This design comes from an exercise in tuning for small area, a short achievable clock period and few clock cycles per item on the open sky130 flow, not from production work.
The RTL was checked by simulation tests, not by an equivalence proof against the original design.
Power and IR drop assume default switching activity.

==> config.mk <==
export PLATFORM = sky130hd
export DESIGN_NAME = crc32_line_validator
export DESIGN_NICKNAME = crc32_line_validator
export VERILOG_FILES = /design/flow/design.v
export SDC_FILE = /design/flow/constraint.sdc
export NUM_CORES = 4
export LEC_CHECK = 0
export CAP_MARGIN = 20
export CORE_MARGIN = 2
export CORE_UTILIZATION = 40
export SLEW_MARGIN = 20
==> constraint.sdc <==
create_clock -name core_clock -period 5.0 [get_ports {clk}]
set_input_delay 1.0000 -clock core_clock [delete_from_list [all_inputs] [get_ports {clk}]]
set_output_delay 1.0000 -clock core_clock [all_outputs]
set_load 0.01 [all_outputs]
==> design.v <==
module crc32_byte (
    input  wire [31:0] crc_in,
    input  wire [7:0]  data,
    output reg  [31:0] crc_out
);
    integer k;
    always @* begin
        crc_out = crc_in ^ {24'h0, data};
        for (k = 0; k < 8; k = k + 1)
            crc_out = crc_out[0] ? ((crc_out >> 1) ^ 32'hEDB88320) : (crc_out >> 1);
    end
endmodule
module hex_nibble (
    input  wire [7:0] ch,
    output reg        ok,
    output reg  [3:0] val
);
    always @* begin
        ok  = 1'b1;
        val = 4'h0;
        if (ch >= 8'h30 && ch <= 8'h39)      val = ch[3:0];             
        else if (ch >= 8'h41 && ch <= 8'h46) val = ch[3:0] + 4'd9;      
        else if (ch >= 8'h61 && ch <= 8'h66) val = ch[3:0] + 4'd9;      
        else                                 ok  = 1'b0;
    end
endmodule
module crc32_line_validator (
    input  wire         clk,
    input  wire         rst,             
    input  wire         in_valid,
    output wire         in_ready,
    input  wire [1:0]   in_op,           
    input  wire [359:0] in_data,         
    output reg          out_valid,
    output reg  [1:0]   out_op,
    output reg          out_ok,
    output reg  [15:0]  out_crc16,
    output reg  [4:0]   out_byte_count,
    output reg  [15:0]  out_address,
    output reg  [2:0]   out_record_type,
    output reg  [127:0] out_data,
    output reg  [7:0]   out_checksum,
    output wire [31:0]  out_file_crc
);
    localparam OP_INIT  = 2'd0;
    localparam OP_LINE  = 2'd1;
    localparam OP_ABORT = 2'd2;
    localparam OP_CHECK = 2'd3;
    localparam S_IDLE = 1'b0;
    localparam S_RUN  = 1'b1;
    reg         state;
    reg  [1:0]  op_q;
    reg  [359:0] buf_q;           
    reg  [5:0]  idx_q;            
    reg  [31:0] crc_q;            
    reg  [31:0] file_crc_q;       
    reg  [31:0] expected_q;       
    reg  [15:0] init_chk_q;       
    reg  [31:0] init_fcrc_q;      
    reg         colon_q;
    reg         hex_ok_q;
    reg  [3:0]  hi_nib_q;
    reg  [7:0]  bc_q, ah_q, al_q, rt_q, sum_q, last_q;
    reg  [127:0] data_q;
    assign in_ready     = (state == S_IDLE);
    assign out_file_crc = ~file_crc_q;
    wire [7:0]  cur = buf_q[7:0];
    wire [31:0] crc_next;
    wire        nib_ok;
    wire [3:0]  nib_val;
    crc32_byte u_crc (.crc_in(crc_q), .data(cur), .crc_out(crc_next));
    hex_nibble u_hex (.ch(cur), .ok(nib_ok), .val(nib_val));
    wire [7:0] byte_val = {hi_nib_q, nib_val};
    wire [4:0] byte_idx = idx_q[5:1] - 5'd1;      
    wire [4:0] data_idx = byte_idx - 5'd4;
    wire [7:0] len8       = {2'b00, idx_q};
    wire       line_valid = (idx_q >= 6'd11) && colon_q && hex_ok_q &&
                            (bc_q <= 8'd16) && (len8 == 8'd11 + {bc_q[6:0], 1'b0}) &&
                            (rt_q <= 8'd5) && (sum_q == 8'd0);
    integer s;
    always @(posedge clk) begin
        if (rst) begin
            state      <= S_IDLE;
            out_valid  <= 1'b0;
            file_crc_q <= 32'hFFFFFFFF;
            expected_q <= 32'h0;
        end else begin
            out_valid <= 1'b0;
            case (state)
            S_IDLE: begin
                if (in_valid && in_ready) begin
                    op_q        <= in_op;
                    buf_q       <= in_data;
                    idx_q       <= 6'd0;
                    init_chk_q  <= in_data[63:48];
                    init_fcrc_q <= in_data[47:16];
                    colon_q     <= 1'b0;
                    hex_ok_q    <= 1'b1;
                    hi_nib_q    <= 4'h0;
                    bc_q        <= 8'h0;
                    ah_q        <= 8'h0;
                    al_q        <= 8'h0;
                    rt_q        <= 8'h0;
                    sum_q       <= 8'h0;
                    last_q      <= 8'h0;
                    data_q      <= 128'h0;
                    crc_q       <= (in_op == OP_INIT) ? 32'hFFFFFFFF : file_crc_q;
                    case (in_op)
                    OP_INIT, OP_LINE: state <= S_RUN;
                    OP_ABORT: begin
                        file_crc_q <= 32'hFFFFFFFF;
                        expected_q <= 32'h0;
                        out_valid  <= 1'b1;
                        out_op     <= OP_ABORT;
                        out_ok     <= 1'b1;
                    end
                    default: begin  
                        out_valid <= 1'b1;
                        out_op    <= OP_CHECK;
                        out_ok    <= (~file_crc_q == expected_q);
                    end
                    endcase
                end
            end
            S_RUN: begin
                if (op_q == OP_INIT) begin
                    if (idx_q == 6'd6) begin
                        state     <= S_IDLE;
                        out_valid <= 1'b1;
                        out_op    <= OP_INIT;
                        out_crc16 <= ~crc_q[15:0];
                        out_ok    <= (~crc_q[15:0] == init_chk_q);
                        if (~crc_q[15:0] == init_chk_q) begin
                            file_crc_q <= 32'hFFFFFFFF;
                            expected_q <= init_fcrc_q;
                        end
                    end else begin
                        crc_q <= crc_next;
                        buf_q <= {8'hFF, buf_q[359:8]};
                        idx_q <= idx_q + 6'd1;
                    end
                end else begin
                    if (cur == 8'hFF) begin
                        state           <= S_IDLE;
                        out_valid       <= 1'b1;
                        out_op          <= OP_LINE;
                        out_ok          <= line_valid;
                        out_byte_count  <= bc_q[4:0];
                        out_address     <= {ah_q, al_q};
                        out_record_type <= rt_q[2:0];
                        out_data        <= data_q;
                        out_checksum    <= last_q;
                        if (line_valid)
                            file_crc_q <= crc_q;
                    end else begin
                        crc_q <= crc_next;
                        buf_q <= {8'hFF, buf_q[359:8]};
                        idx_q <= idx_q + 6'd1;
                        if (idx_q == 6'd0) begin
                            colon_q <= (cur == 8'h3A);
                        end else begin
                            hex_ok_q <= hex_ok_q & nib_ok;
                            if (idx_q[0]) begin
                                hi_nib_q <= nib_val;
                            end else begin
                                sum_q  <= sum_q + byte_val;
                                last_q <= byte_val;
                                case (byte_idx)
                                5'd0: bc_q <= byte_val;
                                5'd1: ah_q <= byte_val;
                                5'd2: al_q <= byte_val;
                                5'd3: rt_q <= byte_val;
                                default: begin
                                    for (s = 0; s < 16; s = s + 1)
                                        if (data_idx == s[4:0] && {3'b000, data_idx} < bc_q)
                                            data_q[8*s +: 8] <= byte_val;
                                end
                                endcase
                            end
                        end
                    end
                end
            end
            endcase
        end
    end
endmodule
==> run.sh <==
#!/bin/bash
# synth_recipe.tcl (not shown) runs the flow's synth.tcl, then flattens the netlist and writes it again
# the make line also repeats each setting of config.mk as NAME=value (left out here)
make -C /OpenROAD-flow-scripts/flow DESIGN_CONFIG=/design/flow/config.mk WORK_HOME=/design/flow/orfs CLKGATE_MAP_FILE= SYNTH_SCRIPT=/design/flow/synth_recipe.tcl finish
==> run notes <==
status no timing/DRC/antenna violations; CORE AREA 85100 sq um; routed wire length 89200 um; die height 297 um; Worst Clk Skew 0.0580 ns; total power 16.7 mW; max incr delay on CP 0.68 ns; largest net degree at the start of global routing 181; crit-path cells inv_1, ha_1, xor2_1, inv_1, ha_1, xnor2_1, ha_1, o21ai_0, a21oi_1, nor2_1, buf_4, nand3_1, a21oi_1; Leakage 15.1 nW; unrepaired setup endpoints after global routing no; Post-Place Setup Slack 1.02 ns; number of flops mapped to enable cells by yosys 809; Layout Cells excl Fill 3825; final setup vio count 0; Mean Syn Cell Area 17.3 sq um; remaining global-route overflow 0; reg2reg end data_q[121]; die area 88200 sq um; Hold Crit Class reg2reg; Power Density 374 nW/um^2; final hold viol count 0; Final Wtd Congestion 0.874; synthesized flop and latch total 875; Syn Nets 2383; reg2reg path depth 13; setup bufs post-CTS 0; io pins 578; Hold WS 0.409 ns; DRC 0; CP required 5.27 ns; asr flop ratio synth 0%; fin crit share 76.1%; CTS Buf Count 92; vias 19300; layout cells sized above 1 21.7%; Slew Viols, Final 0; htree depth 3; CTS tree done; critical path's slowest cell a21oi_1; DP HPWL 62500 um; first-pass GRT wire length 130000 um; Yosys cell types 56; origin of the worst min-delay path data_q[91]; Least-Margin Pin Slew 1.05 ns; number of DRC markers in iteration 0 1358; Final #Nets 2996; filler instances 7008; Tmin final 3.81 ns; worst-path maximum fanout 16; chip width 297 um; wire per inst 23.3 um; FF-to-FF Start idx_q[2]; Slew Limit Headroom 29.7%; antenna viol nets, final 0; Placed Cells 3649; Post-Syn Area 34400 sq um; main flop type after synthesis edfxtp_1; FF+latch area 25600 sq um; Starting Density 40.3%; number of core rows 107; most used cell, CP ha_1; Post-CTS Resized 0; area of the multi-input gates 8170 sq um; yosys warns 3; sequential share of the synthesized area 74.6%; drt pass-1 iters 5; Critical Path Source Type register; worst-skew pair later-pin latency 0.66 ns; total clock sinks 875; Tot GR Track Use 19.8%; initial antenna violation count 32; Layout area overhead 29.9%; vias in the first global route 20100; WP buf/inv 3; final worst slack 1.19 ns; vias per cell 5.04; CP delay by family, top compound AO/OA/AOI/OAI gates; hold endpoint out_data[91]; FF-to-FF setup slack 1.19 ns; FMAX 263 MHz; hold buffer count at CTS 0; CP arrival 4.08 ns; Hold Crit Depth 0; clock root buffer clkbuf_16; Max Cap Viol 0; Mapped Cells 1986; Setup CP Type reg2reg; Setup TNS Final 0 ns; port bufs 577; CTS clk-pin slew, worst paths 0.06 ns; Clock Path Buffers 3; CP Capture Type register; Peak VDD IR 0.000253 V
[registers in the layout (all words and copies together) (netlist names), 2 cells and up]
| signal | count |
|---|---|
| hi_nib_q | 4 |
| idx_q | 6 |
| out_checksum | 8 |
| out_record_type | 3 |
| crc_q | 32 |
| out_crc16 | 16 |
| out_data | 128 |
| out_op | 2 |
| init_chk_q | 16 |
| out_byte_count | 5 |
| file_crc_q | 32 |
| op_q | 2 |
| bc_q | 8 |
| al_q | 8 |
| data_q | 128 |
| init_fcrc_q | 32 |
| last_q | 8 |
| rt_q | 8 |
| out_address | 16 |
| expected_q | 32 |
| sum_q | 8 |
| ah_q | 8 |
| buf_q | 360 |
[worst max path at each step]
stage,startpoint,end,cells past startpoint
floorplan,buf_q[0],buf_q[0],6
global placement,rst,out_checksum[0],6
detailed placement,rst,out_checksum[0],6
CTS,idx_q[2],data_q[123],13
global route,idx_q[2],data_q[72],13
finish,idx_q[2],data_q[121],13
[power breakdown]
| part | switching, mW | internal [mW] | total (mW) | leakage, nW |
|---|---|---|---|---|
| clock | 2.89 | 3.92 | 6.81 | 1.47 |
| sequential | 0.130 | 8.41 | 8.54 | 8.01 |
| combinational | 0.647 | 0.686 | 1.33 | 5.65 |
| total | 3.67 | 13.0 | 16.7 | 15.1 |
[logic make-up (layout without fill, tap and decap cells)]
logic type / Yosys count / in the layout / synth area share (%)
buffers and inverters: 156 / 844 / 1.84
multiplexers: 353 / 353 / 11.6
flip-flops: 875 / 875 / 74.6
XOR/XNOR: 136 / 136 / 3.55
AO/OA/AOI/OAI: 164 / 164 / 3.31
adder cells (fa/ha/maj): 32 / 32 / 1.19
AND/OR/NAND/NOR: 270 / 270 / 3.97
other: 0 / 7 / 0
[synth_stat cells, drive strengths merged (4+ instances only)]
cell type  count  area [sq um]
nor4          11          75.1
or4            5          37.5
xnor2         64           591
clkbuf        67           251
xor2          72           631
nor2          93           349
mux2         353          3980
edfxtp       809         24300
nand2         18          67.6
o21ai         12          60.1
a22o          33           289
o32ai         32           280
ha            31           388
nand3         20           100
dfxtp         66          1320
or2           42           263
nor3          38           190
and2          16           100
nand4         13          81.3
inv           67           251
o22ai          4          31.3
buf           22           129
a21oi         66           330
[metrics by stage]
step / area, sq um / util, %
6_report: 44600 / 52.4
5_1_grt: 44600 / 52.4
4_1_cts: 44600 / 52.4
3_5_place_dp: 41600 / 48.8
3_3_place_gp: 41600 / 48.8
2_1_floorplan: 34400 / -
[final cells by class]
type	count	share of cell area, %
Inverter	67	0.572
Clock buffer	109	5.46
Tap cell	1144	3.21
Timing Repair Buffer	608	13.7
Antenna cell	7	0.0392
Multi-Input combinational cell	955	18.3
Clock inverter	60	1.33
Sequential cell	875	57.4
[cell usage in the layout (no fill, tap or decap), types with 9 or more instances in the layout]
master           synthesis  routed
nor4_1                  10       9
nor2_1                  93      92
clkbuf_1                67      11
clkinv_2                 0      14
clkinv_1                 0      25
o32ai_1                 32      32
inv_1                   66      65
and2_1                  16      11
ha_1                    31      30
or2_2                   40      40
a22o_1                  33      33
nand3_1                 20      20
nand2_1                 18      16
dfxtp_1                 66      65
xnor2_1                 60      60
nor3_1                  38      37
mux2_2                 353     352
nand4_1                 13      13
buf_4                    3      23
edfxtp_1               809     809
xor2_1                  72      72
clkdlybuf4s50_1          0     577
o21ai_0                  9       9
clkbuf_16                0      93
a21oi_1                 66      65
[metal layers]
metal,global-route usage [%],wire (um),part of all wire (%)
met1,24.7,35400,40
met2,33.1,44200,50
met3,5.94,7430,8.3
met4,5.84,1960,2.2
met5,0,231,0.26
[worst register-to-register path: stages (launching register included)]
cell and delay [ns]:
edfxtp_1 0.55, inv_1 0.14, ha_1 0.23, xor2_1 0.26
inv_1 0.16, ha_1 0.25, xnor2_1 0.22, ha_1 0.26
o21ai_0 0.17, a21oi_1 0.07, nor2_1 0.09, buf_4 0.24
nand3_1 0.11, a21oi_1 0.68
Testbench counts, summed over its fixed seeds: cycles 139,436, items 3,897.

what the ideal ports hide:
No port has a modelled driver above. Below, the same layout with a new extraction and two added sets of constraints. Step 1 sets driving cells, clkbuf_16 on the clock port and buf_2 on the other inputs (assumed; they add their load-dependent delay and slew). Step 2 times the ports against the registers' clock, not the clock port: input delays grow and output delays shrink by t, the midpoint of the rising clock arrivals with the driver on. Three values: no drivers, after step 1, after step 2; two values: the first two.
shift t [ns]: 0.705
slack for setup (ns): 1.195 / 1.195 / 0.953
worst hold slack (ns): 0.409 / 0.409 / 0.409
After both steps this run still meets setup and hold. For this run, drivers alone change the setup slack by 0.000 ns; drivers and shift together by -0.242 ns.
